From an optimization exercise on the open Yosys and OpenROAD flow, aimed at small area, a short achievable clock period and few clock cycles; shortcuts taken in it are not production practice. Where RTL was checked, it was by simulation tests only, not by an equivalence proof against the original. For runs 7 and 8, only the layout was checked, not whether the RTL still works. Power is estimated from default activity; no workload was simulated.

==> flow/design.v <==
module frame_codec (
    input  wire        clk,
    input  wire        rst,           
    input  wire        enc_start,
    input  wire        enc_abort,
    input  wire        enc_ext,
    input  wire        enc_dir,       
    input  wire [7:0]  enc_nt,
    input  wire [7:0]  enc_id,
    input  wire [7:0]  enc_attr,
    input  wire [7:0]  enc_opcode,
    input  wire [15:0] enc_pl_len,
    output wire [15:0] pl_addr,       
    input  wire [7:0]  pl_rdata,
    output wire        tx_valid,      
    output wire [7:0]  tx_data,
    input  wire        tx_ready,
    output wire [1:0]  enc_st,
    output wire [1:0]  enc_err,
    output wire [2:0]  enc_cause,
    output wire [15:0] enc_check,
    input  wire        dec_start,
    input  wire        dec_abort,
    input  wire        dec_dir,
    input  wire        rx_valid,      
    input  wire [7:0]  rx_data,
    output wire        rx_ready,
    output wire        dpl_we,        
    output wire [15:0] dpl_waddr,
    output wire [7:0]  dpl_wdata,
    output wire [1:0]  dec_st,
    output wire [1:0]  dec_err,
    output wire [2:0]  dec_cause,
    output reg  [7:0]  dec_nt,
    output reg         dec_ext,
    output reg  [7:0]  dec_id,
    output reg  [7:0]  dec_attr,
    output reg  [7:0]  dec_opcode,
    output wire [15:0] dec_pl_len,
    output wire [15:0] dec_check
);
    localparam [7:0] FRAME_START = 8'h10, FRAME_END = 8'h16, EXT_MARK = 8'h90;
    function automatic [15:0] crc_step(input [15:0] crc, input [7:0] b);
        integer i;
        reg [15:0] c;
        begin
            c = crc ^ {b, 8'h00};
            for (i = 0; i < 8; i = i + 1)
                c = c[15] ? ((c << 1) ^ 16'h1021) : (c << 1);
            crc_step = c;
        end
    endfunction
    function automatic [3:0] legacy_len(input dir, input [7:0] opc);
        begin
            case ({dir, opc})
                {1'b0, 8'h3F}: legacy_len = {1'b1, 3'd4};    
                {1'b1, 8'h3F}: legacy_len = {1'b1, 3'd3};    
                {1'b1, 8'h21}: legacy_len = {1'b1, 3'd1};    
                default:       legacy_len = {1'b0, 3'd0};
            endcase
        end
    endfunction
    localparam [1:0] ST_IDLE = 2'd0, ST_BUSY = 2'd1, ST_DONE = 2'd2, ST_FAULT = 2'd3;
    localparam N_NT = 0, N_MARK = 1, N_ID = 2, N_ATTR = 3, N_LENLO = 4, N_LENHI = 5,
               N_OPC = 6, N_PAY = 7, N_CHK1 = 8, N_CHK2 = 9, N_END = 10;
    reg [1:0]  e_st;
    reg [1:0]  e_cause;
    reg        e_err;
    reg [10:0] e_n;
    reg        e_ext;
    reg [7:0]  e_nt, e_id, e_attr, e_opcode;
    reg [15:0] e_len;         
    reg [15:0] e_p;           
    reg [15:0] e_crc;         
    reg [7:0]  e_o;           
    reg        e_ov;          
    reg        e_og;          
    reg [7:0]  e_s;           
    reg        e_sv;
    reg        e_rv;          
    wire [3:0]  e_tab   = legacy_len(enc_dir, enc_opcode);
    wire        e_c1    = !enc_ext && enc_opcode == EXT_MARK;
    wire        e_c2    = !enc_ext && !e_tab[3];
    wire        e_c3    = enc_ext ? (enc_pl_len == 16'hFFFF) : (enc_pl_len != {13'd0, e_tab[2:0]});
    wire [1:0]  e_ncause = e_c1 ? 2'd1 : e_c2 ? 2'd2 : e_c3 ? 2'd3 : 2'd0;
    wire        e_fire  = e_ov && tx_ready;
    wire        e_free  = !e_ov || tx_ready;
    wire        e_pend  = e_sv || e_rv;
    wire        e_more  = e_p != e_len;
    wire        e_ldpay = e_free && e_n[N_PAY];
    wire        e_iss   = e_more && !(e_pend && !e_ldpay);
    wire [15:0] e_pinc  = e_p + 16'd1;
    wire [15:0] e_crcs  = crc_step(e_crc, e_o);
    wire [7:0]  e_sum   = e_crc[7:0] - e_o;
    wire [15:0] e_crcn  = e_ext ? e_crcs : {e_crc[15:8], e_sum};
    wire        e_topay = e_pend || e_more;       
    wire [7:0]  e_src =
        ({8{e_n[N_NT]}}    & e_nt) |
        ({8{e_n[N_MARK]}}  & (e_ext ? EXT_MARK : e_opcode)) |
        ({8{e_n[N_ID]}}    & e_id) |
        ({8{e_n[N_ATTR]}}  & e_attr) |
        ({8{e_n[N_LENLO]}} & e_pinc[7:0]) |
        ({8{e_n[N_LENHI]}} & e_pinc[15:8]) |
        ({8{e_n[N_OPC]}}   & e_opcode) |
        ({8{e_n[N_PAY]}}   & (e_sv ? e_s : pl_rdata)) |
        ({8{e_n[N_CHK1]}}  & (e_ext ? e_crcn[15:8] : e_crcn[7:0])) |
        ({8{e_n[N_CHK2]}}  & (e_ext ? e_crc[7:0] : FRAME_END));
    wire        e_srcv = !e_n[N_END] && (!e_n[N_PAY] || e_pend);
    wire [10:0] e_nn;
    assign e_nn[N_NT]    = 1'b0;
    assign e_nn[N_MARK]  = e_n[N_NT];
    assign e_nn[N_ID]    = e_n[N_MARK] && e_ext;
    assign e_nn[N_ATTR]  = e_n[N_ID];
    assign e_nn[N_LENLO] = e_n[N_ATTR];
    assign e_nn[N_LENHI] = e_n[N_LENLO];
    assign e_nn[N_OPC]   = e_n[N_LENHI];
    assign e_nn[N_PAY]   = ((e_n[N_MARK] && !e_ext) || e_n[N_OPC]) ? e_topay : (e_n[N_PAY] && e_more);
    assign e_nn[N_CHK1]  = ((e_n[N_MARK] && !e_ext) || e_n[N_OPC]) ? !e_topay : (e_n[N_PAY] && !e_more);
    assign e_nn[N_CHK2]  = e_n[N_CHK1];
    assign e_nn[N_END]   = e_n[N_CHK2];
    assign enc_st    = e_st;
    assign enc_err   = {1'b0, e_err};
    assign enc_cause = {1'b0, e_cause};
    assign enc_check = e_crc;
    assign pl_addr   = e_p;
    assign tx_valid  = e_ov;
    assign tx_data   = e_o;
    always @(posedge clk) begin
        if (rst || enc_abort) begin
            e_st    <= ST_IDLE;
            e_cause <= 2'd0;
            e_err   <= 1'b0;
            e_ov    <= 1'b0;
        end else if (e_st != ST_BUSY) begin
            if (enc_start) begin
                e_cause <= e_ncause;
                e_err   <= e_ncause != 2'd0;
                e_st    <= (e_ncause != 2'd0) ? ST_FAULT : ST_BUSY;
                e_ov    <= e_ncause == 2'd0;
            end
        end else if (e_fire && e_n[N_END]) begin
            e_st <= ST_DONE;
            e_ov <= 1'b0;
        end else if (e_free)
            e_ov <= e_srcv;
    end
    always @(posedge clk) begin
        if (e_st != ST_BUSY) begin
            if (enc_start) begin
                e_ext    <= enc_ext;
                e_nt     <= enc_nt;
                e_id     <= enc_id;
                e_attr   <= enc_attr;
                e_opcode <= enc_opcode;
                e_len    <= enc_pl_len;
                e_p      <= enc_pl_len;
                e_o      <= FRAME_START;
                e_og     <= 1'b0;
                e_n      <= 11'd1 << N_NT;
                e_crc    <= {8'd0, {8{!enc_ext}}};
                e_sv     <= 1'b0;
                e_rv     <= 1'b0;
            end
        end else begin
            if (e_fire && e_og) e_crc <= e_crcn;
            if (e_free) begin
                e_o  <= e_src;
                e_og <= |e_n[N_PAY:N_NT];
                if (e_srcv) e_n <= e_nn;
            end
            e_rv <= e_iss;
            if (e_sv ? !e_ldpay : (e_rv && !e_ldpay)) begin
                if (!e_sv) e_s <= pl_rdata;
                e_sv <= 1'b1;
            end else
                e_sv <= 1'b0;
            if (e_free && ((e_n[N_NT] && !e_ext) || e_n[N_LENHI]))
                e_p <= 16'd0;
            else if (e_iss)
                e_p <= e_pinc;
        end
    end
    localparam [3:0] D_HUNT = 4'd0, D_NT = 4'd1, D_OPC = 4'd2, D_XID = 4'd3, D_XATTR = 4'd4,
                     D_XLO = 4'd5, D_XHI = 4'd6, D_XOPC = 4'd7, D_PAY = 4'd8,
                     D_CK1 = 4'd9, D_CK2 = 4'd10;
    reg [1:0]  d_st;
    reg        d_rx;          
    reg [3:0]  d_pos;
    reg [7:0]  d_b;           
    reg        f_nt;          
    reg        f_step;        
    reg        f_lopc;        
    reg        f_lpay;        
    reg        f_we;          
    reg        f_ck1, f_ck2;  
    reg        d_dir;
    reg [15:0] d_crc;         
    reg        d_bad;
    reg [15:0] d_cnt;         
    reg [15:0] d_rem;         
    reg [2:0]  d_cause;
    reg [1:0]  d_err;
    wire        d_take  = d_rx && rx_valid;
    wire [7:0]  rb      = rx_data;
    wire        rb_mark = rb == EXT_MARK;
    wire [3:0]  d_tab   = legacy_len(d_dir, rb);
    wire        d_last  = d_rem == 16'd1;
    wire [15:0] d_crcs  = crc_step(f_nt ? 16'd0 : d_crc, d_b);
    wire [7:0]  d_sum   = (f_lopc ? dec_nt : d_crc[7:0]) + d_b;
    assign dec_st     = d_st;
    assign dec_err    = d_err;
    assign dec_cause  = d_cause;
    assign rx_ready   = d_rx;
    assign dpl_we     = f_we;
    assign dpl_waddr  = d_cnt;
    assign dpl_wdata  = d_b;
    assign dec_pl_len = d_cnt;
    assign dec_check  = d_crc;
    always @(posedge clk) d_b <= rb;
    always @(posedge clk) begin
        if (rst || dec_abort) begin
            d_st    <= ST_IDLE;
            d_rx    <= 1'b0;
            d_cause <= 3'd0;
            d_err   <= 2'd0;
            f_we    <= 1'b0;
            f_ck2   <= 1'b0;
        end else begin
            f_we  <= d_take && d_pos == D_PAY;
            f_ck2 <= d_take && d_pos == D_CK2;
            if (d_st != ST_BUSY) begin
                if (dec_start) begin
                    d_cause <= 3'd0;
                    d_err   <= 2'd0;
                    d_st    <= ST_BUSY;
                    d_rx    <= 1'b1;
                end
            end else if (d_take) begin
                case (d_pos)
                    D_OPC: if (!rb_mark && !d_tab[3]) begin
                        d_cause <= 3'd4; d_err <= 2'd2; d_st <= ST_FAULT; d_rx <= 1'b0;
                    end
                    D_XHI: if (rb == 8'd0 && d_rem[7:0] == 8'd0) begin
                        d_cause <= 3'd5; d_err <= 2'd2; d_st <= ST_FAULT; d_rx <= 1'b0;
                    end
                    D_CK2: d_rx <= 1'b0;      
                    default: ;
                endcase
            end
            if (f_ck2) begin
                if (dec_ext) begin
                    if (d_bad || d_b != d_crc[7:0]) begin
                        d_cause <= 3'd3; d_err <= 2'd1; d_st <= ST_FAULT;
                    end else
                        d_st <= ST_DONE;
                end else if (d_bad) begin
                    d_cause <= 3'd1; d_err <= 2'd1; d_st <= ST_FAULT;
                end else if (d_b != FRAME_END) begin
                    d_cause <= 3'd2; d_err <= 2'd1; d_st <= ST_FAULT;
                end else
                    d_st <= ST_DONE;
            end
        end
    end
    always @(posedge clk) begin
        f_nt   <= d_take && d_pos == D_NT;
        f_step <= d_take && (d_pos == D_NT || (d_pos == D_OPC && rb_mark) ||
                             (d_pos >= D_XID && d_pos <= D_XOPC) || (d_pos == D_PAY && dec_ext));
        f_lopc <= d_take && d_pos == D_OPC && !rb_mark;
        f_lpay <= d_take && d_pos == D_PAY && !dec_ext;
        f_ck1  <= d_take && d_pos == D_CK1;
        if (d_st != ST_BUSY) begin
            if (dec_start) begin
                d_dir <= dec_dir;
                d_pos <= D_HUNT;
            end
        end else if (d_take) begin
            case (d_pos)
                D_HUNT: if (rb == FRAME_START) d_pos <= D_NT;
                D_NT: begin
                    dec_nt   <= rb;
                    dec_id   <= 8'd0;       
                    dec_attr <= 8'd0;
                    d_pos    <= D_OPC;
                end
                D_OPC: begin                
                    dec_ext    <= rb_mark;
                    dec_opcode <= rb;
                    d_rem      <= {13'd0, d_tab[2:0]};
                    d_pos      <= rb_mark ? D_XID : D_PAY;
                end
                D_XID: begin
                    dec_id <= rb;
                    d_pos  <= D_XATTR;
                end
                D_XATTR: begin
                    dec_attr <= rb;
                    d_pos    <= D_XLO;
                end
                D_XLO: begin
                    d_rem[7:0] <= rb;
                    d_pos      <= D_XHI;
                end
                D_XHI: begin
                    d_rem[15:8] <= rb;
                    d_pos       <= D_XOPC;
                end
                D_XOPC, D_PAY: begin
                    if (d_pos == D_XOPC) dec_opcode <= rb;
                    d_rem <= d_rem - 16'd1;
                    d_pos <= d_last ? D_CK1 : D_PAY;
                end
                D_CK1:   d_pos <= D_CK2;
                default: ;
            endcase
        end
        if (f_step) d_crc <= d_crcs;
        if (f_lopc || f_lpay) d_crc[7:0] <= d_sum;
        if (f_we) d_cnt <= d_cnt + 16'd1;
        if (d_st != ST_BUSY && dec_start) d_cnt <= 16'd0;
        if (f_ck1) begin
            if (dec_ext) begin
                d_bad       <= d_b != d_crc[15:8];
                d_crc[15:8] <= d_b;
            end else begin
                d_bad <= d_b != ~d_crc[7:0];
                d_crc <= {8'd0, d_b};
            end
        end
        if (f_ck2 && dec_ext) d_crc[7:0] <= d_b;
    end
endmodule
==> flow/flow/run.sh <==
#!/bin/bash
# The standard layout, with every port buffered by a plain buffer (buf_1) instead of the
# delay buffer buffer_ports picks by default; repair upsizes it where timing needs.
set -euo pipefail
export BUFFER_PORTS_ARGS="-buffer_cell sky130_fd_sc_hd__buf_1"
bash standard.sh finish > standard.log 2>&1
==> flow/standard.sh <==
#!/bin/bash
# synth_recipe.tcl (not shown) runs the flow's synth.tcl, then flattens the netlist and writes it again
# the make line also repeats each setting of config.mk as NAME=value (left out here)
make -C /OpenROAD-flow-scripts/flow DESIGN_CONFIG=/design/flow/config.mk WORK_HOME=/design/flow/orfs CLKGATE_MAP_FILE= SYNTH_SCRIPT=/design/flow/synth_recipe.tcl "${@:-finish}"
==> flow/config.mk <==
export PLATFORM = sky130hd
export DESIGN_NAME = frame_codec
export DESIGN_NICKNAME = frame_codec
export VERILOG_FILES = /design/flow/design.v
export SDC_FILE = /design/flow/constraint.sdc
export NUM_CORES = 4
export LEC_CHECK = 0
export CAP_MARGIN = 20
export CORE_MARGIN = 2
export CORE_UTILIZATION = 55
export CTS_CLUSTER_DIAMETER = 100
export CTS_CLUSTER_SIZE = 20
export SETUP_SLACK_MARGIN = 3.6
export SLEW_MARGIN = 20
export TNS_END_PERCENT = 5
==> flow/constraint.sdc <==
create_clock -name core_clock -period 6.0 [get_ports {clk}]
set_input_delay 1.2000 -clock core_clock [delete_from_list [all_inputs] [get_ports {clk}]]
set_output_delay 1.2000 -clock core_clock [all_outputs]
set_load 0.01 [all_outputs]
==> results.json, run 1 <==
{
  "cts_htree_levels": 1,
  "critPathBufInv": 1,
  "synth_edf_count": 174,
  "yosysMostFrequentCell": "edfxtp_1",
  "clock-sinks": 227,
  "dpl_cell_area_mm2": 0.0128,
  "min_path_type": "reg -> reg",
  "p_int_mw": 2.59,
  "critPathMaxFanout": 8,
  "die_y_um": 151,
  "ys_seq_area_share_pct": 52.7,
  "synth_top_cell_by_area": "edfxtp_1",
  "switching_share_pct": 29.6,
  "via_per_inst": 5.90,
  "cts_root_buf": "clkbuf_16",
  "antenna_found_initial": 0,
  "fin_nets": 1414,
  "power_frac_seq_pct": 52.4,
  "die_area_mm2": 0.0229,
  "path_cells": "buf_1",
  "numCtsBuffers": 15,
  "utilization_pct": 64.0,
  "clock_latency_ps": 500,
  "yosysWarnings": 1,
  "grt_pass1_wl_um": 49100,
  "postSynthCellCount": 1131,
  "period_needed_ps": 2560,
  "worstSetupPathType": "reg -> out",
  "worstMarginPinSlew_ps": 901,
  "finalPower_mw": 3.68,
  "synth.area.top_cells": "edfxtp_1 (44%), dfxtp_1 (8.9%), xnor2_1 (6.1%)",
  "cp_slowest_stage_delay_ps": 640,
  "setup_viol": 0,
  "synth_mux_area_share_pct": 2.61,
  "gp_congestion": 0.942,
  "synth-simple-area-share_pct": 17.1,
  "first_pass_iters": 5,
  "drc_errors": 0,
  "fin_cells": 1604,
  "grt_max_degree": 49,
  "leakagePower_nw": 4.57,
  "synth_top_family_by_area": "simple AND/OR/NAND/NOR gates",
  "crit_path_end_kind": "primary output",
  "critical-path-top-delay-family": "flip-flops",
  "hold_violations": 0,
  "outcome": "finished clean",
  "fp.dieW_um": 151,
  "drive_gt1_share_pct": 7.99,
  "timing.fmax_mhz": 390,
  "synth_cell_types": 74,
  "design_area_mm2": 0.0135,
  "core_area_mm2": 0.0212,
  "post_drt_wl_per_cell_um": 20.6,
  "relSlewSlack_pct": 39.5,
  "ys.flop_type": "edfxtp_1",
  "ff2ff_setup_slack_ps": 3440,
  "rows": 53,
  "initial_core_util_pct": 56.4,
  "maxCapViolations": 0,
  "ctsHoldBuffers": 0,
  "synth_compound_area_share_pct": 11.3,
  "dp_hpwl_um": 23500,
  "finalCritPeriodShare_pct": 42.7,
  "synthArstFlopShare_pct": 0,
  "drt_iter0_drc": 589,
  "fillers": 1831,
  "port_buffers": 218,
  "avgSynthCellArea_um2": 10.5,
  "drv_slew": 0,
  "synth_area_mm2": 0.0119,
  "ys_ff_latch": 227,
  "yosysTopAreaCellShare_pct": 43.8,
  "ys_top_cells_by_count": "edfxtp_1 (174), nand2_1 (108), nor2_1 (89)",
  "area_growth_pct": 13.5,
  "rsz0062_at_grt": "yes",
  "slowest_stage": "dfxtp_1",
  "cts_max_path_buffers": 3,
  "num_vias": 9466,
  "dp.cells": 1563,
  "required_ps": 4800,
  "finalSetupTns_ps": 0,
  "num_io_pins": 221,
  "switchingPower_mw": 1.09,
  "clock-skew-final_ps": 20.9,
  "grt_pass1_vias": 8798,
  "grt_overflow": 0,
  "wl_um": 33100,
  "critPathArrivalTime_ps": 1360,
  "final_antenna_net_count": 0,
  "synth_adder_area_share_pct": 2.33,
  "clockPowerShare_pct": 27.8,
  "cts_tree": "done",
  "comb_power_share_pct": 19.8,
  "irDropWorstVdd_v": 0.000164,
  "clkTransAtPathRegs_ps": 90,
  "critPathLaunchType": "flip-flop",
  "p_per_area_mw_per_mm2": 272,
  "grt.total_usage_pct": 28.0,
  "synth_xor_area_share_pct": 10.0
}
[kinds of logic after synthesis]
family                     after synthesis
and+or+nand+nor                        400
adders and majority gates               21
buffers and inverters                  104
xor gates and xnor gates               135
AOI/OAI and AO/OA                      214
other                                    1
DFF                                    227
muxes                                   29
[metal layers]
metal	part of all wire [%]	vias up	GRT usage (%)
met2	50	394	49.1
met4	2.9	0	8.55
met5	0	-	0
met1	40	4561	35.8
met3	7.3	65	4.28
li1	-	4446	-
[placed cells by master, fill, tap and decap left out, drive strengths merged, types with 5 or more instances in the layout]
cell / n
nor2b: 14
edfxtp: 174
or2: 6
nor4b: 5
a31oi: 8
a22oi: 6
a222oi: 5
buf: 228
nand2: 108
nand3: 32
nor4: 20
o21a: 8
and2: 26
a21o: 5
mux2: 17
dfxtp: 53
xnor2: 83
nand2b: 9
clkbuf: 28
xor2: 51
or3: 11
ha: 19
nor2: 89
o211ai: 6
inv: 38
nor3: 26
o21ai: 81
nand4: 27
a221oi: 5
and3: 9
a21oi: 48
mux2i: 12
nor3b: 6
[flip-flops by register name, indices dropped and copies added (netlist names), 11 cells and up]
register / flops
d_cnt: 16
d_crc: 16
d_rem: 16
e_crc: 16
e_len: 16
e_n: 11
e_p: 16
[final timing paths]
| kind | startpoint | cells past startpoint | end |
|---|---|---|---|
| min reg2reg | d_err[1] | 2 | d_err[1] |
| max | d_b[3] | 1 | dpl_wdata[3] |
| min | d_err[1] | 2 | d_err[1] |
| max reg2reg | e_st[0] | 7 | e_opcode[3] |
[what timing repair did]
action | CTS | global route
pin swaps | 1 | 12
endpoints found under the setup margin | 167 | 184
setup buffers | 1 | 10
gates resized for setup | 16 | 45
cloned | 2 | 0
[worst register-to-register path, stage by stage (launching register included)]
cell,delay [ps]
dfxtp_1,370
inv_1,80
nor2_1,100
buf_4,240
inv_1,70
buf_4,290
nand2_2,340
clkinvlp_4,620
[per-stage QoR]
stage / setup WS, ps / hold WS [ps]
2_1_floorplan: 3410 / 432
3_3_place_gp: 2850 / 453
3_5_place_dp: 2760 / 458
4_1_cts: 3420 / 477
5_1_grt: 3380 / 498
6_report: 3440 / 474
[layout make-up]
type	count	area, um2	share of cell area [%]
Multi-Input combinational cell	801	5320	39.3
Timing Repair Buffer	232	965	7.13
Timing Repair inverter	2	15.0	0.111
Antenna cell	2	5.00	0.0370
Sequential cell	227	6300	46.5
Clock buffer	24	409	3.02
Clock inverter	2	25.0	0.185
Inverter	39	153	1.13
Tap cell	275	344	2.54
[power by group through the flow]
stage	Combinational [mW]	Sequential (mW)	Clock, mW
after floorplan	0.505	1.92	0
after global placement	0.689	1.96	0
after detailed placement	0.696	1.96	0
after CTS	0.711	1.93	1.04
after global routing	0.808	1.94	1.09
final	0.729	1.93	1.02
Testbench counts, summed over its fixed seeds: cycles 60,163.
==> inputs of run 2 (changes only) <==
--- a/flow/config.mk
+++ b/flow/config.mk
@@ -11,5 +11,5 @@
 export CTS_CLUSTER_DIAMETER = 100
 export CTS_CLUSTER_SIZE = 20
+export PLACE_DENSITY = 0.75
 export SETUP_SLACK_MARGIN = 3.6
 export SLEW_MARGIN = 20
-export TNS_END_PERCENT = 5
==> results.json, run 2 <==
{
  "ys_seq_area_share_pct": 52.7,
  "via_per_inst": 6.05,
  "first_pass_iters": 6,
  "relSlewSlack_pct": 36.0,
  "power_frac_seq_pct": 51.9,
  "multi_input_area_mm2": 0.00541,
  "grt_pass1_wl_um": 51000,
  "avgSynthCellArea_um2": 10.5,
  "ff2ff_setup_slack_ps": 3590,
  "min_path_type": "reg -> reg",
  "wl_um": 34000,
  "p_per_area_mw_per_mm2": 267,
  "clock-skew-final_ps": 19.2,
  "port_buffers": 218,
  "fp.dieW_um": 151,
  "die_y_um": 151,
  "path_cells": "buf_4 > buf_1",
  "grt_pass1_vias": 9426,
  "cts_htree_levels": 1,
  "ys.flop_type": "edfxtp_1",
  "maxCapViolations": 0,
  "crit_end": "dec_nt[1]",
  "rows": 53,
  "switchingPower_mw": 1.10,
  "grt.total_usage_pct": 28.8,
  "reg2reg_depth": 10,
  "gp_congestion": 0.925,
  "seq_area_mm2": 0.00632,
  "rsz0062_at_grt": "yes",
  "comb_power_share_pct": 21.1,
  "yosysTopAreaCellShare_pct": 43.8,
  "slowest_stage": "edfxtp_1",
  "finalSetupTns_ps": 0,
  "post_drt_wl_per_cell_um": 20.7,
  "setup_viol": 0,
  "numCtsBuffers": 15,
  "drv_slew": 0,
  "yosysMostFrequentCell": "edfxtp_1",
  "yosysWarnings": 1,
  "setup_ws_ps": 3570,
  "critPathMaxFanout": 2,
  "fin_nets": 1450,
  "p_int_mw": 2.63,
  "drive_gt1_share_pct": 12.0,
  "outcome": "finished clean",
  "grt_overflow": 0,
  "ys_ff_latch": 227,
  "clkTransAtPathRegs_ps": 90,
  "irDropWorstVdd_v": 0.000211,
  "r2r_end": "d_crc[6]",
  "synth_area_mm2": 0.0119,
  "grt_max_degree": 48,
  "switching_share_pct": 29.5,
  "num_vias": 9921,
  "num_io_pins": 221,
  "worstMarginPinSlew_ps": 953,
  "dp_hpwl_um": 24000,
  "critPathArrivalTime_ps": 1230,
  "final_cell_mix": "buf_1 (210), edfxtp_1 (174), nand2_1 (107)",
  "hold_violations": 0,
  "synth_cell_types": 74,
  "finalCritPeriodShare_pct": 40.4,
  "leakagePower_nw": 4.80,
  "period_needed_ps": 2430,
  "critPathLaunch": "dec_nt[1]",
  "synth.area.top_cells": "edfxtp_1 (44%), dfxtp_1 (8.9%), xnor2_1 (6.1%)",
  "worstSetupPathType": "reg -> out",
  "clock_latency_ps": 490,
  "r2r_start": "dec_nt[0]",
  "core_area_mm2": 0.0212,
  "fillers": 1696,
  "timing.fmax_mhz": 412,
  "clock-sinks": 227,
  "layout_commonest_cell": "buf_1",
  "cp_slowest_stage_delay_ps": 450,
  "drc_errors": 0,
  "area_growth_pct": 17.0,
  "pre_cts_ws_ps": 2850,
  "die_area_mm2": 0.0229,
  "synth_edf_count": 174,
  "cts_max_path_buffers": 3,
  "clockPowerShare_pct": 27.0,
  "critPathLaunchType": "flip-flop",
  "synth_top_cell_by_area": "edfxtp_1",
  "required_ps": 4800,
  "cts_tree": "done",
  "final_antenna_net_count": 0,
  "ys_top_cells_by_count": "edfxtp_1 (174), nand2_1 (108), nor2_1 (89)",
  "crit_path_end_kind": "primary output",
  "antenna_found_initial": 1,
  "drt_iter0_drc": 856,
  "synthArstFlopShare_pct": 0,
  "hold_ws_ps": 495,
  "cts_root_buf": "clkbuf_16",
  "initial_core_util_pct": 56.4,
  "postSynthCellCount": 1131
}
[run 2: logic make-up after synthesis]
| kind of cell | count (synthesis) | synth area share (%) |
|---|---|---|
| and+or+nand+nor | 400 | 17.1 |
| adders and majority gates | 21 | 2.33 |
| other | 1 | 0.0315 |
| AOI/OAI and AO/OA | 214 | 11.3 |
| muxes | 29 | 2.61 |
| DFF | 227 | 52.7 |
| xor gates and xnor gates | 135 | 10.0 |
| buffers and inverters | 104 | 3.90 |
[run 2: final cells by class]
class	instances	area share [%]
antenna	2	0.0359
clock buffer	24	2.93
clock inverter	1	0.117
inverter	39	1.12
multi-input combinational	801	38.8
sequential	227	45.3
tap	275	2.47
timing repair buffer	269	9.17
timing repair inverter	1	0.0538
[run 2: critical path: cells and delay by family (launching register included)]
family	cells	cell delay [ps]
flops	1	450
buf+inv	2	290
[run 2: metrics by stage]
step                      util (%)  std cells  total power, mW  cell area (um2)
after floorplan                  -       1132             2.44            12100
after CTS                     64.1       1602             3.68            13500
after global routing          65.9       1637             3.87            13900
after detailed placement      61.1       1563             2.67            12900
final                         65.9       1639             3.73            13900
after global placement        61.1       1563             2.65            12900
[run 2: power by group through the flow]
stage | Combinational (mW) | Sequential [mW] | Clock, mW
floorplan | 0.510 | 1.92 | 0
global placement | 0.685 | 1.97 | 0
detailed placement | 0.700 | 1.97 | 0
CTS | 0.733 | 1.93 | 1.02
global route | 0.864 | 1.94 | 1.07
finish | 0.787 | 1.93 | 1.01
[run 2: repair_timing]
| action | 4_1_cts | 5_1_grt |
|---|---|---|
| buffers inserted | 13 | 35 |
| resized for setup | 37 | 44 |
| pin swaps | 3 | 22 |
| setup endpoints to repair | 140 | 111 |
| gates cloned | 1 | 0 |
| hold buffers | 0 | 0 |
[run 2: layer usage]
layer	track usage [%]	wire length, um
met1	38.4	12900
met2	47.2	16200
met3	4.58	3350
met4	11.9	1490
met5	0	11
[run 2: how the worst min path moves through the flow]
stage	start	endpoint	slack, ps	depth (start not counted)
floorplan	f_ck1	d_bad	430	0
global placement	d_err[1]	d_err[1]	450	2
detailed placement	d_err[0]	d_err[0]	470	2
CTS	d_err[0]	d_err[0]	480	2
global route	d_err[1]	d_err[1]	520	2
finish	d_err[0]	d_err[0]	490	2
==> inputs of run 3 (changes only) <==
--- a/flow/config.mk
+++ b/flow/config.mk
@@ -11,5 +11,4 @@
 export CTS_CLUSTER_DIAMETER = 100
 export CTS_CLUSTER_SIZE = 20
-export PLACE_DENSITY = 0.75
-export SETUP_SLACK_MARGIN = 3.6
+export SETUP_SLACK_MARGIN = 3.65
 export SLEW_MARGIN = 20
==> results.json, run 3 <==
{
  "synth_area_mm2": 0.0119,
  "clock-sinks": 227,
  "worstMarginPinSlew_ps": 824,
  "yosysWarnings": 1,
  "drv_slew": 0,
  "hold_violations": 0,
  "grt.total_usage_pct": 28.6,
  "drive_gt1_share_pct": 16.4,
  "required_ps": 4800,
  "slowest_stage": "edfxtp_1",
  "critPathMaxFanout": 2,
  "holdPathStages": 2,
  "clkTransAtPathRegs_ps": 90,
  "cts_max_path_buffers": 3,
  "drc_errors": 0,
  "area_growth_pct": 20.7,
  "num_vias": 9787,
  "post_drt_wl_per_cell_um": 20.4,
  "die_area_mm2": 0.0229,
  "reg2reg_depth": 10,
  "grt_pass1_wl_um": 50300,
  "synth_edf_count": 174,
  "synth.area.top_cells": "edfxtp_1 (44%), dfxtp_1 (8.9%), xnor2_1 (6.1%)",
  "setup_ws_ps": 3600,
  "synth_cell_types": 74,
  "ys_ff_latch": 227,
  "cts_htree_levels": 1,
  "outcome": "finished clean",
  "r2r_start": "e_crc[0]",
  "clock_latency_ps": 480,
  "finalSetupTns_ps": 0,
  "min_path_type": "reg -> reg",
  "r2r_end": "e_o[4]",
  "pre_cts_ws_ps": 2930,
  "finalCritPeriodShare_pct": 40.0,
  "ys.flop_type": "edfxtp_1",
  "clock-skew-final_ps": 15.8,
  "dp_hpwl_um": 23800,
  "path_cells": "buf_4 > buf_1",
  "grt_pass1_vias": 9021,
  "layout_commonest_cell": "buf_1",
  "grt_overflow": 0,
  "ctsHoldBuffers": 0,
  "ys_top_cells_by_count": "edfxtp_1 (174), nand2_1 (108), nor2_1 (89)",
  "num_io_pins": 221,
  "relSlewSlack_pct": 44.6,
  "wl_um": 33900,
  "postSynthCellCount": 1131,
  "maxCapViolations": 0,
  "port_buffers": 218,
  "grt_max_degree": 48,
  "rsz0062_at_grt": "yes",
  "yosysMostFrequentCell": "edfxtp_1",
  "ys_seq_area_share_pct": 52.7,
  "insertedDiodeCount": 0,
  "gp_congestion": 0.869,
  "rows": 53,
  "cp_slowest_stage_delay_ps": 430,
  "final_antenna_net_count": 0,
  "hold_path_end": "d_err[0]",
  "first_pass_iters": 7,
  "yosysTopAreaCellShare_pct": 43.8,
  "cts_root_buf": "clkbuf_16",
  "antenna_found_initial": 1,
  "core_area_mm2": 0.0212,
  "crit_path_end_kind": "primary output",
  "worstSetupPathType": "reg -> out",
  "die_y_um": 151,
  "drt_iter0_drc": 876,
  "fillers": 1693,
  "critPathArrivalTime_ps": 1200,
  "cts_tree": "done",
  "numCtsBuffers": 15,
  "setup_viol": 0,
  "p_per_area_mw_per_mm2": 265,
  "synthArstFlopShare_pct": 0,
  "critPathLaunchType": "flip-flop",
  "timing.fmax_mhz": 416,
  "fin_nets": 1480,
  "min_from": "d_err[0]",
  "initial_core_util_pct": 56.4,
  "synth_top_cell_by_area": "edfxtp_1",
  "avgSynthCellArea_um2": 10.5,
  "leakagePower_nw": 5.02,
  "final_cell_mix": "buf_1 (200), edfxtp_1 (174), nand2_1 (107)",
  "period_needed_ps": 2400,
  "via_per_inst": 5.87,
  "ff2ff_setup_slack_ps": 3670,
  "fp.dieW_um": 151,
  "irDropWorstVdd_v": 0.000172
}
[run 3: cell counts after synthesis]
No cell type changed its count.
[run 3: worst max-delay path by stage]
stage / slack [ps] / endpoint / depth (start not counted) / startpoint
after floorplan: 3410 / d_rx / 6 / rx_data[3]
after global placement: 2860 / e_ov / 5 / enc_start
after detailed placement: 2930 / d_rx / 7 / rx_data[3]
after CTS: 3580 / enc_check[0] / 2 / e_crc[0]
after global routing: 3570 / e_o[4] / 10 / e_crc[0]
final: 3600 / dec_nt[1] / 2 / dec_nt[1]
[run 3: cell type report]
type / count / area [um2] / area share [%]
Multi-Input combinational cell: 801 / 5560 / 38.7
Clock inverter: 1 / 16.3 / 0.113
Tap cell: 275 / 344 / 2.39
Sequential cell: 227 / 6340 / 44.0
Clock buffer: 24 / 419 / 2.91
Inverter: 39 / 154 / 1.07
Timing Repair Buffer: 300 / 1560 / 10.8
[run 3: logic make-up (layout without fill, tap and decap cells)]
logic type,after synthesis,after routing,share of synthesized area [%]
muxes,29,29,2.61
adders and majority gates,21,21,2.33
and+or+nand+nor,400,400,17.1
xor gates and xnor gates,135,135,10.0
other,1,2,0.0315
buffers and inverters,104,364,3.90
AOI/OAI and AO/OA,214,214,11.3
DFF,227,227,52.7
[run 3: critical path: cells and delay by family (launching register included)]
family	cells	cell delay (ps)
flip-flops	1	430
buffers and inverters	2	290
[run 3: routing by layer]
layer	global-route usage, %	up-vias	wire length, um
li1	-	4573	-
met5	0	-	8
met1	36.9	4734	13400
met3	4.19	58	2590
met4	9.11	2	829
met2	49.7	420	17100
[run 3: per-stage QoR]
step | util, % | total power [mW] | instances | cell area, um2 | hold slack, ps
6_report | 68.0 | 3.82 | 1667 | 14400 | 492
5_1_grt | 68.0 | 3.97 | 1667 | 14400 | 530
4_1_cts | 65.6 | 3.74 | 1630 | 13900 | 485
3_5_place_dp | 61.3 | 2.68 | 1565 | 13000 | 467
3_3_place_gp | 61.2 | 2.66 | 1564 | 12900 | 459
2_1_floorplan | - | 2.44 | 1132 | 12100 | 432
[run 3: report_power, final]
part / switching (mW) / internal, mW / leakage, nW
combinational: 0.476 / 0.404 / 2.71
clock: 0.534 / 0.488 / 0.208
sequential: 0.115 / 1.80 / 2.09
total: 1.12 / 2.69 / 5.02
[run 3: timing repair]
action	4_1_cts	5_1_grt
endpoints found under the hold margin	0	0
setup buffers	40	37
gates resized for setup	69	56
setup endpoints to repair	105	97
pin swaps	16	28
==> inputs of run 4 (changes only) <==
--- a/flow/config.mk
+++ b/flow/config.mk
@@ -11,4 +11,5 @@
 export CTS_CLUSTER_DIAMETER = 100
 export CTS_CLUSTER_SIZE = 20
-export SETUP_SLACK_MARGIN = 3.65
+export SETUP_SLACK_MARGIN = 3.7
 export SLEW_MARGIN = 20
+export TNS_END_PERCENT = 5
==> results.json, run 4 <==
{
  "core_area_mm2": 0.0212,
  "worstMarginPinSlew_ps": 758,
  "numCtsBuffers": 15,
  "cts_max_path_buffers": 3,
  "relSlewSlack_pct": 49.1,
  "crit_path_end_kind": "primary output",
  "irDropWorstVdd_v": 0.000260,
  "via_per_inst": 5.88,
  "drv_slew": 0,
  "setup_viol": 0,
  "clock-skew-final_ps": 22.0,
  "critPathLaunchType": "flip-flop",
  "die_y_um": 151,
  "ys_top_cells_by_count": "edfxtp_1 (174), nand2_1 (108), nor2_1 (89)",
  "timing.fmax_mhz": 412,
  "comb_power_share_pct": 21.4,
  "critPathMaxFanout": 2,
  "initial_core_util_pct": 56.4,
  "ys.flop_type": "edfxtp_1",
  "ys_seq_area_share_pct": 52.7,
  "final_antenna_net_count": 0,
  "fp.dieW_um": 151,
  "drc_errors": 0,
  "period_needed_ps": 2430,
  "dp_hpwl_um": 23600,
  "gp_congestion": 0.927,
  "wl_um": 33000,
  "drt_iter0_drc": 637,
  "die_area_mm2": 0.0229,
  "synth.area.top_cells": "edfxtp_1 (44%), dfxtp_1 (8.9%), xnor2_1 (6.1%)",
  "maxCapViolations": 0,
  "synth_area_mm2": 0.0119,
  "grt.total_usage_pct": 27.7,
  "cts_htree_levels": 1,
  "post_drt_wl_per_cell_um": 20.5,
  "critPathBufInv": 2,
  "power_frac_seq_pct": 51.7,
  "critPathArrivalTime_ps": 1230,
  "synth_edf_count": 174,
  "area_growth_pct": 15.5,
  "final_cell_mix": "buf_1 (210), edfxtp_1 (174), nand2_1 (107)",
  "required_ps": 4800,
  "cts_tree": "done",
  "ctsHoldBuffers": 0,
  "finalSetupTns_ps": 0,
  "worstSetupPathType": "reg -> out",
  "ys_ff_latch": 227,
  "outcome": "finished clean",
  "use_met1_pct": 36.5,
  "cts_root_buf": "clkbuf_16",
  "grt_pass1_wl_um": 48500,
  "p_int_mw": 2.64,
  "finalCritPeriodShare_pct": 40.5,
  "yosysMostFrequentCell": "edfxtp_1",
  "met2_usage_pct": 47.0,
  "pre_cts_ws_ps": 2940,
  "grt_pass1_vias": 8660,
  "avgSynthCellArea_um2": 10.5,
  "synth_top_cell_by_area": "edfxtp_1",
  "yosysWarnings": 1,
  "insertedDiodeCount": 0,
  "p_per_area_mw_per_mm2": 271,
  "num_io_pins": 221,
  "clockPowerShare_pct": 26.9,
  "port_buffers": 218,
  "slowest_stage": "edfxtp_1",
  "first_pass_iters": 5,
  "antenna_found_initial": 0,
  "rsz0062_at_grt": "yes",
  "grt_overflow": 0,
  "layout_commonest_cell": "buf_1",
  "min_path_type": "reg -> reg",
  "grt-busiest-layer": "met2",
  "clkTransAtPathRegs_ps": 90,
  "num_vias": 9469,
  "met3_usage_pct": 4.04,
  "drive_gt1_share_pct": 10.2,
  "path_cells": "buf_4 > buf_1",
  "fillers": 1749,
  "rows": 53,
  "hold_violations": 0,
  "clock-sinks": 227,
  "synth_cell_types": 74,
  "finalPower_mw": 3.74,
  "critical-path-top-delay-family": "flip-flops",
  "postSynthCellCount": 1131,
  "switching_share_pct": 29.5,
  "fin_nets": 1423,
  "clock_latency_ps": 480,
  "switchingPower_mw": 1.10,
  "synthArstFlopShare_pct": 0,
  "yosysTopAreaCellShare_pct": 43.8,
  "cp_slowest_stage_delay_ps": 450,
  "setup_ws_ps": 3570,
  "grt_max_degree": 54,
  "leakagePower_nw": 4.65
}
run 4: per-layer routing:
metal	vias to the layer above	routed length, um
li1	4465	-
met1	4544	13400
met2	386	16200
met3	74	2290
met4	0	1100
met5	-	0
run 4: final timing paths:
kind         slack [ps]  depth (start not counted)      start        end
max                3570                          2  dec_nt[1]  dec_nt[1]
min                 470                          2   d_err[1]   d_err[1]
max reg2reg        3660                          6    e_st[1]  e_crc[13]
min reg2reg         470                          2   d_err[1]   d_err[1]
run 4: power groups by stage:
stage                     sequential [mW]  combinational (mW)  clock [mW]
after global routing                 1.94               0.882        1.07
after CTS                            1.93               0.708        1.02
final                                1.93               0.799        1.00
after detailed placement             1.97               0.697           0
after floorplan                      1.92               0.505           0
after global placement               1.97               0.690           0
run 4: final cells by class:
type	count	area [um2]	area share, %
Timing Repair Buffer	243	1050	7.60
Inverter	39	159	1.15
Clock inverter	1	16.3	0.118
Tap cell	275	344	2.50
Clock buffer	24	409	2.97
Multi-Input combinational cell	801	5490	39.9
Sequential cell	227	6310	45.8
run 4: per-stage QoR:
stage	cells	hold slack, ps	util [%]	area, um2
after detailed placement	1564	454	60.7	12800
after global routing	1610	508	65.1	13800
final	1610	468	65.1	13800
after global placement	1564	456	60.7	12800
after CTS	1598	469	63.4	13400
after floorplan	1132	432	-	12000
run 4: timing repair:
item	CTS	global route
endpoints found under the setup margin	232	283
pin swaps	2	21
gates resized for setup	24	65
endpoints found under the hold margin	0	0
buffers inserted	9	12
run 4: kinds of logic after synthesis:
kind of cell	Yosys count	share of synthesized area (%)
muxes	29	2.61
adders and majority gates	21	2.33
AOI/OAI and AO/OA	214	11.3
and+or+nand+nor	400	17.1
DFF	227	52.7
other	1	0.0315
buffers and inverters	104	3.90
xor gates and xnor gates	135	10.0
run 4: worst min-delay path: cells and delay by family (launching register included):
kind,cells,cell delay [ps]
DFF,1,320
AOI/OAI and AO/OA,1,60
and+or+nand+nor,1,50
==> inputs of run 5 (changes only) <==
--- a/flow/config.mk
+++ b/flow/config.mk
@@ -6,10 +6,9 @@
 export NUM_CORES = 4
 export LEC_CHECK = 0
-export CAP_MARGIN = 20
+export CAP_MARGIN = 5
 export CORE_MARGIN = 2
 export CORE_UTILIZATION = 55
 export CTS_CLUSTER_DIAMETER = 100
 export CTS_CLUSTER_SIZE = 20
-export SETUP_SLACK_MARGIN = 3.7
-export SLEW_MARGIN = 20
-export TNS_END_PERCENT = 5
+export SETUP_SLACK_MARGIN = 3.6
+export SLEW_MARGIN = 5
==> results.json, run 5 <==
{
  "final_cell_mix": "buf_1 (208), edfxtp_1 (174), nand2_1 (107)",
  "synth.area.top_cells": "edfxtp_1 (44%), dfxtp_1 (8.9%), xnor2_1 (6.1%)",
  "yosysWarnings": 1,
  "dp_hpwl_um": 23500,
  "finalSetupTns_ps": 0,
  "yosysTopAreaCellShare_pct": 43.8,
  "grt.total_usage_pct": 27.9,
  "ctsHoldBuffers": 0,
  "rows": 53,
  "synth_area_mm2": 0.0119,
  "die_y_um": 151,
  "yosysMostFrequentCell": "edfxtp_1",
  "synth_top_cell_by_area": "edfxtp_1",
  "cts_htree_levels": 1,
  "layout_commonest_cell": "buf_1",
  "relSlewSlack_pct": 45.0,
  "postSynthCellCount": 1131,
  "ys.flop_type": "edfxtp_1",
  "reg2reg_depth": 10,
  "cts_root_buf": "clkbuf_16",
  "cts_max_path_buffers": 3,
  "period_needed_ps": 2390,
  "pre_cts_ws_ps": 2860,
  "drt_iter0_drc": 903,
  "grt_pass1_wl_um": 48900,
  "synth_edf_count": 174,
  "min_from": "d_err[0]",
  "p_per_area_mw_per_mm2": 268,
  "antenna_found_initial": 0,
  "timing.fmax_mhz": 419,
  "synth_cell_types": 74,
  "fp.dieW_um": 151,
  "drive_gt1_share_pct": 11.2,
  "cts_tree": "done",
  "r2r_end": "d_crc[6]",
  "first_pass_iters": 6,
  "grt_pass1_vias": 8853,
  "clkTransAtPathRegs_ps": 90,
  "clock-sinks": 227,
  "final_antenna_net_count": 0,
  "wl_um": 32800,
  "synthArstFlopShare_pct": 0,
  "min_path_type": "reg -> reg",
  "grt_max_degree": 48,
  "hold_path_end": "d_err[0]",
  "area_growth_pct": 16.1,
  "core_area_mm2": 0.0212,
  "gp_congestion": 0.873,
  "leakagePower_nw": 4.74,
  "post_drt_wl_per_cell_um": 20.1,
  "clock-skew-final_ps": 20.3,
  "critPathMaxFanout": 2,
  "irDropWorstVdd_v": 0.000282,
  "die_area_mm2": 0.0229,
  "via_per_inst": 5.82,
  "fin_nets": 1438,
  "critPathLaunchType": "flip-flop",
  "num_vias": 9478,
  "initial_core_util_pct": 56.4,
  "finalCritPeriodShare_pct": 39.8,
  "hold_violations": 0,
  "drc_errors": 0,
  "ys_top_cells_by_count": "edfxtp_1 (174), nand2_1 (108), nor2_1 (89)",
  "critPathArrivalTime_ps": 1190,
  "hold_ws_ps": 487,
  "worstMarginPinSlew_ps": 822,
  "holdPathStages": 2,
  "ys_seq_area_share_pct": 52.7,
  "grt_overflow": 0,
  "worstSetupPathType": "reg -> out",
  "maxCapViolations": 0,
  "outcome": "finished clean",
  "avgSynthCellArea_um2": 10.5,
  "ff2ff_setup_slack_ps": 3620,
  "drv_slew": 0,
  "num_io_pins": 221,
  "numCtsBuffers": 15,
  "clock_latency_ps": 480,
  "crit_path_end_kind": "primary output",
  "setup_viol": 0,
  "setup_ws_ps": 3610,
  "port_buffers": 218,
  "r2r_start": "dec_nt[0]",
  "rsz0062_at_grt": "yes",
  "ys_ff_latch": 227,
  "required_ps": 4800
}
[run 5: cell types whose count changed in the layout (fill, tap and decap cells not counted), sizes merged]
cell / before / now
clkinvlp: 2 / 3
clkinv: 2 / 1
diode: 0 / 3
inv: 36 / 37
clkbuf: 30 / 28
buf: 237 / 253
[run 5: logic make-up after synthesis]
| logic type | count (synthesis) | synth area share, % |
|---|---|---|
| fa+ha+maj | 21 | 2.33 |
| simple gates | 400 | 17.1 |
| compound gates | 214 | 11.3 |
| buf+inv | 104 | 3.90 |
| other cells | 1 | 0.0315 |
| xor+xnor | 135 | 10.0 |
| flops | 227 | 52.7 |
| mux | 29 | 2.61 |
[run 5: what timing repair did]
action / CTS / global route
cloned: 1 / 0
pin swaps: 4 / 18
gates resized for setup: 42 / 36
endpoints found under the setup margin: 142 / 84
buffers inserted: 17 / 19
[run 5: final cells by class]
class,instances,area [um2]
Inverter,39,156
Timing Repair Buffer,257,1170
Multi-Input combinational cell,801,5410
Sequential cell,227,6320
Antenna cell,3,7.51
Clock inverter,1,16.3
Timing Repair inverter,1,7.51
Tap cell,275,344
Fill cell,1790,7310
Clock buffer,24,409
[run 5: worst max-delay path, cell delays in order (launching register included)]
cell and delay, ps:
edfxtp_1 450, buf_6 150, buf_6 110
[run 5: worst max path at each step]
stage | start | end | slack, ps | cells after the start
after floorplan | rx_data[3] | d_rx | 3410 | 6
after global placement | enc_start | e_ov | 2890 | 5
after detailed placement | enc_start | e_ov | 2860 | 5
after CTS | e_crc[0] | e_o[6] | 3600 | 10
after global routing | f_lopc | d_crc[6] | 3480 | 10
final | e_crc[0] | enc_check[0] | 3610 | 2
[run 5: report_power, final]
part / internal, mW / switching [mW] / total [mW]
clock network: 0.479 / 0.541 / 1.02
logic: 0.337 / 0.429 / 0.767
registers: 1.80 / 0.129 / 1.93
[run 5: per-stage QoR]
stage | utilization (%) | instances | total power, mW | cell area (um2)
6_report | 65.4 | 1628 | 3.71 | 13800
5_1_grt | 65.4 | 1625 | 3.87 | 13800
4_1_cts | 64.2 | 1606 | 3.70 | 13600
3_5_place_dp | 61.1 | 1563 | 2.67 | 12900
3_3_place_gp | 61.1 | 1563 | 2.66 | 12900
2_1_floorplan | - | 1132 | 2.44 | 12100
[run 5: layer usage]
layer	part of all wire (%)	vias up	wire length (um)	GRT usage, %
met1	40	4578	13100	36.0
met2	51	344	16600	48.7
met5	0	-	0	0
met3	6.4	61	2090	3.28
li1	-	4495	-	-
met4	3.0	0	972	9.91
==> inputs of run 6 (changes only) <==
--- a/flow/config.mk
+++ b/flow/config.mk
@@ -6,9 +6,9 @@
 export NUM_CORES = 4
 export LEC_CHECK = 0
-export CAP_MARGIN = 5
+export CAP_MARGIN = 20
 export CORE_MARGIN = 2
 export CORE_UTILIZATION = 55
-export CTS_CLUSTER_DIAMETER = 100
-export CTS_CLUSTER_SIZE = 20
+export CTS_CLUSTER_DIAMETER = 80
+export CTS_CLUSTER_SIZE = 16
 export SETUP_SLACK_MARGIN = 3.6
-export SLEW_MARGIN = 5
+export SLEW_MARGIN = 20
==> results.json, run 6 <==
{
  "critPathLaunchType": "flip-flop",
  "antenna_found_initial": 0,
  "timing.fmax_mhz": 415,
  "relSlewSlack_pct": 43.9,
  "reg2reg_depth": 9,
  "worstSetupPathType": "reg -> out",
  "critPathMaxFanout": 3,
  "initial_core_util_pct": 56.4,
  "post_drt_wl_per_cell_um": 20.1,
  "via_per_inst": 5.82,
  "fin_nets": 1454,
  "hold_path_end": "d_err[0]",
  "cts_root_buf": "clkbuf_16",
  "gp_congestion": 0.873,
  "ctsHoldBuffers": 0,
  "core_area_mm2": 0.0212,
  "fp.dieW_um": 151,
  "finalSetupTns_ps": 0,
  "grt.total_usage_pct": 28.0,
  "final_antenna_net_count": 0,
  "worstMarginPinSlew_ps": 839,
  "grt_max_degree": 48,
  "multi_input_area_mm2": 0.00544,
  "finalCritPeriodShare_pct": 40.2,
  "avgSynthCellArea_um2": 10.5,
  "synth_area_mm2": 0.0119,
  "clock_latency_ps": 500,
  "hold_violations": 0,
  "synth.area.top_cells": "edfxtp_1 (44%), dfxtp_1 (8.9%), xnor2_1 (6.1%)",
  "maxCapViolations": 0,
  "area_growth_pct": 18.1,
  "holdPathStages": 2,
  "dp_hpwl_um": 23500,
  "clkTransAtPathRegs_ps": 80,
  "p_per_area_mw_per_mm2": 275,
  "ys_seq_area_share_pct": 52.7,
  "setup_viol": 0,
  "drt_iter0_drc": 939,
  "yosysWarnings": 1,
  "die_y_um": 151,
  "die_area_mm2": 0.0229,
  "numCtsBuffers": 18,
  "min_path_type": "reg -> reg",
  "cts_max_path_buffers": 3,
  "final_cell_mix": "buf_1 (207), edfxtp_1 (174), nand2_1 (107)",
  "seq_area_mm2": 0.00632,
  "outcome": "finished clean",
  "drive_gt1_share_pct": 12.8,
  "grt_pass1_wl_um": 49300,
  "synth_top_cell_by_area": "edfxtp_1",
  "rsz0062_at_grt": "yes",
  "cts_tree": "done",
  "synthArstFlopShare_pct": 0,
  "ys.flop_type": "edfxtp_1",
  "fillers": 1756,
  "crit_path_end_kind": "primary output",
  "ys_ff_latch": 227,
  "layout_commonest_cell": "buf_1",
  "synth_cell_types": 74,
  "num_io_pins": 221,
  "critPathLaunch": "e_crc[0]",
  "irDropWorstVdd_v": 0.000264,
  "num_vias": 9581,
  "r2r_start": "f_lopc",
  "synth_edf_count": 174,
  "port_buffers": 218,
  "drv_slew": 0,
  "wl_um": 33100,
  "leakagePower_nw": 4.86,
  "utilization_pct": 66.6,
  "cts_htree_levels": 1,
  "grt_overflow": 0,
  "period_needed_ps": 2410,
  "clock-sinks": 227,
  "first_pass_iters": 5,
  "clock-skew-final_ps": 31.5,
  "rows": 53,
  "ys_top_cells_by_count": "edfxtp_1 (174), nand2_1 (108), nor2_1 (89)",
  "critPathArrivalTime_ps": 1210,
  "drc_errors": 0,
  "required_ps": 4800,
  "min_from": "d_err[0]",
  "r2r_end": "d_crc[7]",
  "ff2ff_setup_slack_ps": 3650,
  "grt_pass1_vias": 8966,
  "yosysTopAreaCellShare_pct": 43.8,
  "yosysMostFrequentCell": "edfxtp_1",
  "postSynthCellCount": 1131
}
## run 6: cell counts after synthesis
No cell type changed its count.
## run 6: layer usage
layer  GRT usage (%)  routed length [um]  vias to the layer above  part of all wire (%)
li1                -                   -                     4545                     -
met1            35.9               13500                     4612                    41
met2            49.4               16700                      351                    50
met3            3.55                1880                       73                   5.7
met4            9.02                1030                        0                   3.1
met5               0                   0                        -                     0
## run 6: what timing repair did
| item | CTS | global route |
|---|---|---|
| gates resized for setup | 44 | 41 |
| cloned | 1 | 0 |
| endpoints found under the setup margin | 149 | 94 |
| pin swaps | 4 | 18 |
| buffers inserted | 24 | 25 |
## run 6: per-stage QoR
step / hold WS, ps / power, mW / std cells / area [um2] / worst slack, ps
2_1_floorplan: 432 / 2.44 / 1132 / 12100 / 3410
3_3_place_gp: 463 / 2.66 / 1563 / 12900 / 2890
3_5_place_dp: 465 / 2.67 / 1563 / 12900 / 2860
4_1_cts: 483 / 3.85 / 1620 / 13700 / 3600
5_1_grt: 501 / 4.03 / 1645 / 14100 / 3510
6_report: 486 / 3.88 / 1647 / 14100 / 3590
## run 6: worst max path at each step
stage                   endpoint  slack (ps)  cells after the start
finish              enc_check[0]        3590                      2
global route            d_crc[7]        3510                      9
CTS                 enc_check[0]        3600                      2
detailed placement          e_ov        2860                      5
global placement            e_ov        2890                      5
floorplan                   d_rx        3410                      6
## run 6: logic make-up (layout without fill, tap and decap cells)
group / after synthesis / in the layout / synth area share [%]
simple gates: 400 / 400 / 17.1
flops: 227 / 227 / 52.7
compound gates: 214 / 214 / 11.3
xor+xnor: 135 / 135 / 10.0
buf+inv: 104 / 342 / 3.90
mux: 29 / 29 / 2.61
fa+ha+maj: 21 / 21 / 2.33
other cells: 1 / 4 / 0.0315
## run 6: worst max-delay path, cell delays in order (launching register included)
cell and delay [ps]:
edfxtp_1 450, buf_6 150, buf_6 110
## run 6: layout make-up
type / instances / share of cell area, %
sequential: 227 / 44.9
multi-input combinational: 801 / 38.7
timing repair buffer: 270 / 9.00
clock buffer: 31 / 3.70
tap: 275 / 2.44
inverter: 39 / 1.09
clock inverter: 1 / 0.116
timing repair inverter: 1 / 0.0533
antenna: 2 / 0.0355
## run 6: power breakdown
part | switching [mW] | total (mW) | internal, mW
Clock | 0.561 | 1.16 | 0.598
Sequential | 0.124 | 1.92 | 1.80
Combinational | 0.444 | 0.794 | 0.350
==> inputs of run 7 (changes only) <==
--- a/flow/design.v
+++ b/flow/design.v
@@ -76,6 +76,5 @@
     reg        e_ov;          
     reg        e_og;          
-    reg [7:0]  e_s;           
-    reg        e_sv;
+    reg        e_sv;          
     reg        e_rv;          
     wire [3:0]  e_tab   = legacy_len(enc_dir, enc_opcode);
@@ -103,5 +102,5 @@
         ({8{e_n[N_LENHI]}} & e_pinc[15:8]) |
         ({8{e_n[N_OPC]}}   & e_opcode) |
-        ({8{e_n[N_PAY]}}   & (e_sv ? e_s : pl_rdata)) |
+        ({8{e_n[N_PAY]}}   & (e_sv ? e_id : pl_rdata)) |
         ({8{e_n[N_CHK1]}}  & (e_ext ? e_crcn[15:8] : e_crcn[7:0])) |
         ({8{e_n[N_CHK2]}}  & (e_ext ? e_crc[7:0] : FRAME_END));
@@ -171,5 +170,5 @@
             e_rv <= e_iss;
             if (e_sv ? !e_ldpay : (e_rv && !e_ldpay)) begin
-                if (!e_sv) e_s <= pl_rdata;
+                if (!e_sv) e_id <= pl_rdata;
                 e_sv <= 1'b1;
             end else
--- a/flow/config.mk
+++ b/flow/config.mk
@@ -9,6 +9,6 @@
 export CORE_MARGIN = 2
 export CORE_UTILIZATION = 55
-export CTS_CLUSTER_DIAMETER = 80
-export CTS_CLUSTER_SIZE = 16
+export CTS_CLUSTER_DIAMETER = 100
+export CTS_CLUSTER_SIZE = 20
 export SETUP_SLACK_MARGIN = 3.6
 export SLEW_MARGIN = 20
==> results.json, run 7 <==
{
  "irDropWorstVdd_v": 0.000205,
  "timing.fmax_mhz": 396,
  "critPathMaxFanout": 2,
  "via_per_inst": 5.84,
  "reg2reg_depth": 10,
  "port_buffers": 218,
  "finalSetupTns_ps": 0,
  "initial_core_util_pct": 56.1,
  "setup_viol": 0,
  "drive_gt1_share_pct": 11.3,
  "layout_commonest_cell": "buf_1",
  "drv_slew": 0,
  "fp.dieW_um": 150,
  "period_needed_ps": 2530,
  "grt_max_degree": 65,
  "comb_power_share_pct": 22.1,
  "crit_end": "e_o[4]",
  "synth_edf_count": 166,
  "num_vias": 9474,
  "ys.flop_type": "edfxtp_1",
  "grt.total_usage_pct": 28.6,
  "p_per_area_mw_per_mm2": 267,
  "num_io_pins": 221,
  "grt_pass1_vias": 8872,
  "final_antenna_net_count": 0,
  "final_cell_mix": "buf_1 (211), edfxtp_1 (166), nand2_1 (95)",
  "worstMarginPinSlew_ps": 870,
  "switchingPower_mw": 1.08,
  "postSynthCellCount": 1125,
  "insertedDiodeCount": 0,
  "design_area_mm2": 0.0137,
  "fin_nets": 1435,
  "finalPower_mw": 3.65,
  "synth_cell_types": 89,
  "yosysTopAreaCellShare_pct": 42.3,
  "leakagePower_nw": 4.74,
  "synth_top_family_by_area": "simple AND/OR/NAND/NOR gates",
  "synth_top_cell_by_area": "edfxtp_1",
  "synth_mux_area_share_pct": 2.39,
  "relSlewSlack_pct": 41.9,
  "required_ps": 6220,
  "ff2ff_setup_slack_ps": 3470,
  "core_area_mm2": 0.0210,
  "area_growth_pct": 15.7,
  "r2r_end": "e_o[4]",
  "first_pass_iters": 5,
  "ctsHoldBuffers": 0,
  "die_y_um": 150,
  "clock_latency_ps": 480,
  "rsz0062_at_grt": "yes",
  "yosysWarnings": 1,
  "numCtsBuffers": 14,
  "yosysMostFrequentCell": "edfxtp_1",
  "drc_errors": 0,
  "outcome": "finished clean",
  "switching_share_pct": 29.5,
  "antenna_found_initial": 0,
  "maxCapViolations": 0,
  "wl_um": 32900,
  "synth_area_mm2": 0.0118,
  "post_drt_wl_per_cell_um": 20.3,
  "ys_seq_area_share_pct": 51.2,
  "synth_adder_area_share_pct": 2.35,
  "grt_pass1_wl_um": 49900,
  "rows": 53,
  "dpl_cell_area_mm2": 0.0127,
  "synth_compound_area_share_pct": 12.0,
  "dp_hpwl_um": 23300,
  "crit_path_end_kind": "flip-flop",
  "gp_congestion": 0.896,
  "grt_overflow": 0,
  "die_area_mm2": 0.0226,
  "hold_ws_ps": 507,
  "ys_ff_latch": 219,
  "cts_htree_levels": 1,
  "clock-sinks": 219,
  "power_frac_seq_pct": 51.5,
  "synthArstFlopShare_pct": 0,
  "hold_violations": 0,
  "drt_iter0_drc": 1027,
  "ys_top_cells_by_count": "edfxtp_1 (166), nand2_1 (96), nor2_1 (92)",
  "worstSetupPathType": "reg -> reg",
  "synth.area.top_cells": "edfxtp_1 (42%), dfxtp_1 (9.0%), xnor2_1 (5.9%)",
  "critPathLaunch": "e_crc[0]",
  "finalCritPeriodShare_pct": 42.1,
  "min_path_type": "reg -> reg",
  "cts_max_path_buffers": 3,
  "clockPowerShare_pct": 26.4,
  "avgSynthCellArea_um2": 10.5,
  "clock-skew-final_ps": 15.1,
  "synth_xor_area_share_pct": 10.4,
  "critPathLaunchType": "flip-flop",
  "critPathArrivalTime_ps": 2750,
  "synth-simple-area-share_pct": 17.5,
  "cts_root_buf": "clkbuf_16",
  "r2r_start": "e_crc[0]",
  "p_int_mw": 2.57,
  "cts_tree": "done",
  "clkTransAtPathRegs_ps": 90
}
-- run 7: cell count changes in the layout (fill, tap and decap cells not counted), moves of 5 or more --
cell	change
inv_1	-5
buf_4	-10
xor2_1	+6
mux2_2	-8
mux2i_1	+6
nand2_1	-12
nor2_1	+6
edfxtp_1	-8
-- run 7: final cells by class --
cell class	instances	area [um2]
clock buffer	24	409
fill	1787	7370
inverter	34	131
multi-input combinational	805	5480
sequential	219	6080
tap	275	344
timing repair buffer	264	1200
timing repair inverter	1	7.51
-- run 7: what timing repair did --
item / 4_1_cts / 5_1_grt
setup buffers: 9 / 33
resized for setup: 36 / 21
endpoints found under the setup margin: 90 / 86
gates cloned: 1 / 0
pin swaps: 6 / 7
-- run 7: how the worst min path moves through the flow --
stage / start / end / cells past startpoint
after CTS: d_cause[1] / d_cause[1] / 2
after floorplan: f_ck1 / d_bad / 0
after detailed placement: d_cause[1] / d_cause[1] / 2
after global routing: d_cause[1] / d_cause[1] / 2
after global placement: d_err[1] / d_err[1] / 2
final: d_err[1] / d_err[1] / 2
-- run 7: kinds of logic (layout without fill, tap and decap cells) --
family	Yosys count	after routing
simple gates	398	398
compound gates	219	219
other cells	1	2
flops	219	219
buf+inv	102	323
mux	27	27
xor+xnor	138	138
fa+ha+maj	21	21
-- run 7: stage by stage --
stage / setup slack (ps) / utilization (%) / instances
finish: 3470 / 64.9 / 1622
global route: 3320 / 64.9 / 1622
CTS: 3500 / 63.3 / 1589
detailed placement: 2800 / 60.5 / 1555
global placement: 2850 / 60.5 / 1555
floorplan: 3330 / - / 1126
-- run 7: worst max-delay path, stage by stage (launching register included) --
cell	delay, ps
edfxtp_1	410
inv_2	80
ha_2	180
inv_1	50
fa_2	340
a21o_1	180
a21oi_2	180
xnor2_1	150
nor2_1	80
o21ai_1	170
or4b_1	450
-- run 7: per-layer routing --
layer / wire, um / vias to the layer above / GRT usage (%)
met2: 14600 / 428 / 43.2
met1: 14800 / 4523 / 43.2
li1: - / 4480 / -
met5: 0 / - / 0
met4: 567 / 0 / 5.47
met3: 2930 / 43 / 5.67
-- run 7: power groups by stage --
stage | clock network (mW) | logic [mW] | registers [mW]
2_1_floorplan | 0 | 0.534 | 1.87
3_3_place_gp | 0 | 0.723 | 1.91
3_5_place_dp | 0 | 0.730 | 1.91
4_1_cts | 0.979 | 0.756 | 1.88
5_1_grt | 1.02 | 0.893 | 1.89
6_report | 0.963 | 0.805 | 1.88
==> inputs of run 8 (changes only) <==
--- a/flow/config.mk
+++ b/flow/config.mk
@@ -11,4 +11,4 @@
 export CTS_CLUSTER_DIAMETER = 100
 export CTS_CLUSTER_SIZE = 20
-export SETUP_SLACK_MARGIN = 3.6
+export SETUP_SLACK_MARGIN = 3.5
 export SLEW_MARGIN = 20
==> results.json, run 8 <==
{
  "first_pass_iters": 5,
  "setup_viol": 0,
  "initial_core_util_pct": 56.1,
  "core_area_mm2": 0.0210,
  "final_cell_mix": "buf_1 (214), edfxtp_1 (166), nand2_1 (95)",
  "setup_ws_ps": 3470,
  "worstMarginPinSlew_ps": 979,
  "timing.fmax_mhz": 395,
  "wl_um": 33100,
  "cts_root_buf": "clkbuf_16",
  "die_y_um": 150,
  "grt.total_usage_pct": 29.1,
  "crit_end": "e_o[4]",
  "pre_cts_ws_ps": 2780,
  "port_buffers": 218,
  "min_path_type": "reg -> reg",
  "num_vias": 9372,
  "cts_tree": "done",
  "ys_seq_area_share_pct": 51.2,
  "dp_hpwl_um": 24200,
  "clock_latency_ps": 490,
  "clkTransAtPathRegs_ps": 90,
  "grt_max_degree": 65,
  "clock-skew-final_ps": 21.0,
  "crit_path_end_kind": "flip-flop",
  "num_io_pins": 221,
  "ys_ff_latch": 219,
  "rsz0062_at_grt": "yes",
  "irDropWorstVdd_v": 0.000231,
  "grt_pass1_wl_um": 50400,
  "synthArstFlopShare_pct": 0,
  "critPathMaxFanout": 2,
  "synth_top_cell_by_area": "edfxtp_1",
  "grt_overflow": 0,
  "synth_cell_types": 89,
  "p_per_area_mw_per_mm2": 271,
  "critPathLaunchType": "flip-flop",
  "leakagePower_nw": 4.54,
  "drt_iter0_drc": 650,
  "yosysWarnings": 1,
  "critPathLaunch": "e_crc[0]",
  "ff2ff_setup_slack_ps": 3470,
  "die_area_mm2": 0.0226,
  "antenna_found_initial": 2,
  "critPathArrivalTime_ps": 2760,
  "rows": 53,
  "yosysTopAreaCellShare_pct": 42.3,
  "drv_slew": 0,
  "cts_max_path_buffers": 3,
  "relSlewSlack_pct": 34.2,
  "r2r_end": "e_o[4]",
  "finalSetupTns_ps": 0,
  "area_growth_pct": 12.8,
  "period_needed_ps": 2530,
  "required_ps": 6230,
  "grt_pass1_vias": 8875,
  "ys_top_cells_by_count": "edfxtp_1 (166), nand2_1 (96), nor2_1 (92)",
  "synth.area.top_cells": "edfxtp_1 (42%), dfxtp_1 (9.0%), xnor2_1 (5.9%)",
  "final_antenna_net_count": 0,
  "r2r_start": "e_crc[0]",
  "via_per_inst": 5.88,
  "reg2reg_depth": 10,
  "finalCritPeriodShare_pct": 42.1,
  "yosysMostFrequentCell": "edfxtp_1",
  "fin_nets": 1405,
  "post_drt_wl_per_cell_um": 20.8,
  "gp_congestion": 0.918,
  "fp.dieW_um": 150,
  "postSynthCellCount": 1125,
  "ys.flop_type": "edfxtp_1",
  "clock-sinks": 219,
  "drc_errors": 0,
  "synth_edf_count": 166,
  "maxCapViolations": 0,
  "numCtsBuffers": 14,
  "outcome": "finished clean",
  "ctsHoldBuffers": 0,
  "worstSetupPathType": "reg -> reg",
  "synth_area_mm2": 0.0118,
  "layout_commonest_cell": "buf_1",
  "hold_violations": 0,
  "drive_gt1_share_pct": 7.90,
  "avgSynthCellArea_um2": 10.5,
  "cts_htree_levels": 1
}
==> run 8: cell counts after synthesis <==
No cell type changed its count.
==> run 8: area by class of cell <==
type | count | area, um2
fill | 1835 | 7710
sequential | 219 | 6060
multi-input combinational | 805 | 5400
timing repair buffer | 234 | 957
clock buffer | 24 | 409
tap | 275 | 344
inverter | 34 | 131
timing repair inverter | 1 | 7.51
antenna | 1 | 2.50
==> run 8: logic make-up after synthesis <==
family | after synthesis | synth area share, %
buf+inv | 102 | 4.06
compound gates | 219 | 12.0
other cells | 1 | 0.0318
fa+ha+maj | 21 | 2.35
simple gates | 398 | 17.5
mux | 27 | 2.39
xor+xnor | 138 | 10.4
flops | 219 | 51.2
==> run 8: routing by layer <==
layer / global-route usage (%) / wire length (um) / part of all wire [%] / vias to the layer above
li1: - / - / - / 4427
met1: 38.9 / 13600 / 41 / 4510
met2: 49.4 / 16300 / 49 / 371
met3: 3.97 / 2200 / 6.6 / 60
met4: 8.40 / 1050 / 3.2 / 4
met5: 0 / 25 / 0.075 / -
==> run 8: report_power, final <==
group | total, mW | switching (mW) | leakage, nW | internal, mW
clock network | 0.970 | 0.501 | 0.195 | 0.469
logic | 0.762 | 0.426 | 2.32 | 0.335
registers | 1.88 | 0.139 | 2.03 | 1.74
total | 3.61 | 1.07 | 4.54 | 2.54
==> run 8: critical path, cell delays in order (launching register included) <==
cell and delay, ps:
edfxtp_1 420, inv_2 80, ha_2 180, inv_1 50
fa_2 350, a21o_1 180, a21oi_2 170, xnor2_1 140
nor2_1 70, o21ai_1 200, or4b_1 450
==> run 8: how the worst min path moves through the flow <==
| stage | from | endpoint | slack, ps | cells after the start |
|---|---|---|---|---|
| 2_1_floorplan | f_ck1 | d_bad | 430 | 0 |
| 3_3_place_gp | d_err[1] | d_err[1] | 470 | 2 |
| 3_5_place_dp | d_err[1] | d_err[1] | 480 | 2 |
| 4_1_cts | d_err[1] | d_err[1] | 490 | 2 |
| 5_1_grt | d_err[1] | d_err[1] | 500 | 2 |
| 6_report | d_err[1] | d_err[1] | 490 | 2 |
==> run 8: stage by stage <==
step | instances | util (%) | power, mW | hold WS (ps) | area (um2)
final | 1593 | 63.3 | 3.61 | 487 | 13300
after floorplan | 1126 | - | 2.40 | 432 | 11900
after global placement | 1556 | 60.5 | 2.63 | 469 | 12700
after global routing | 1592 | 63.3 | 3.77 | 501 | 13300
after detailed placement | 1556 | 60.5 | 2.64 | 476 | 12700
after CTS | 1589 | 63.0 | 3.61 | 488 | 13200
==> run 8: timing repair <==
action / 4_1_cts / 5_1_grt
setup buffers: 8 / 3
endpoints found under the setup margin: 106 / 54
pin swaps: 4 / 5
cloned: 1 / 0
resized for setup: 20 / 14
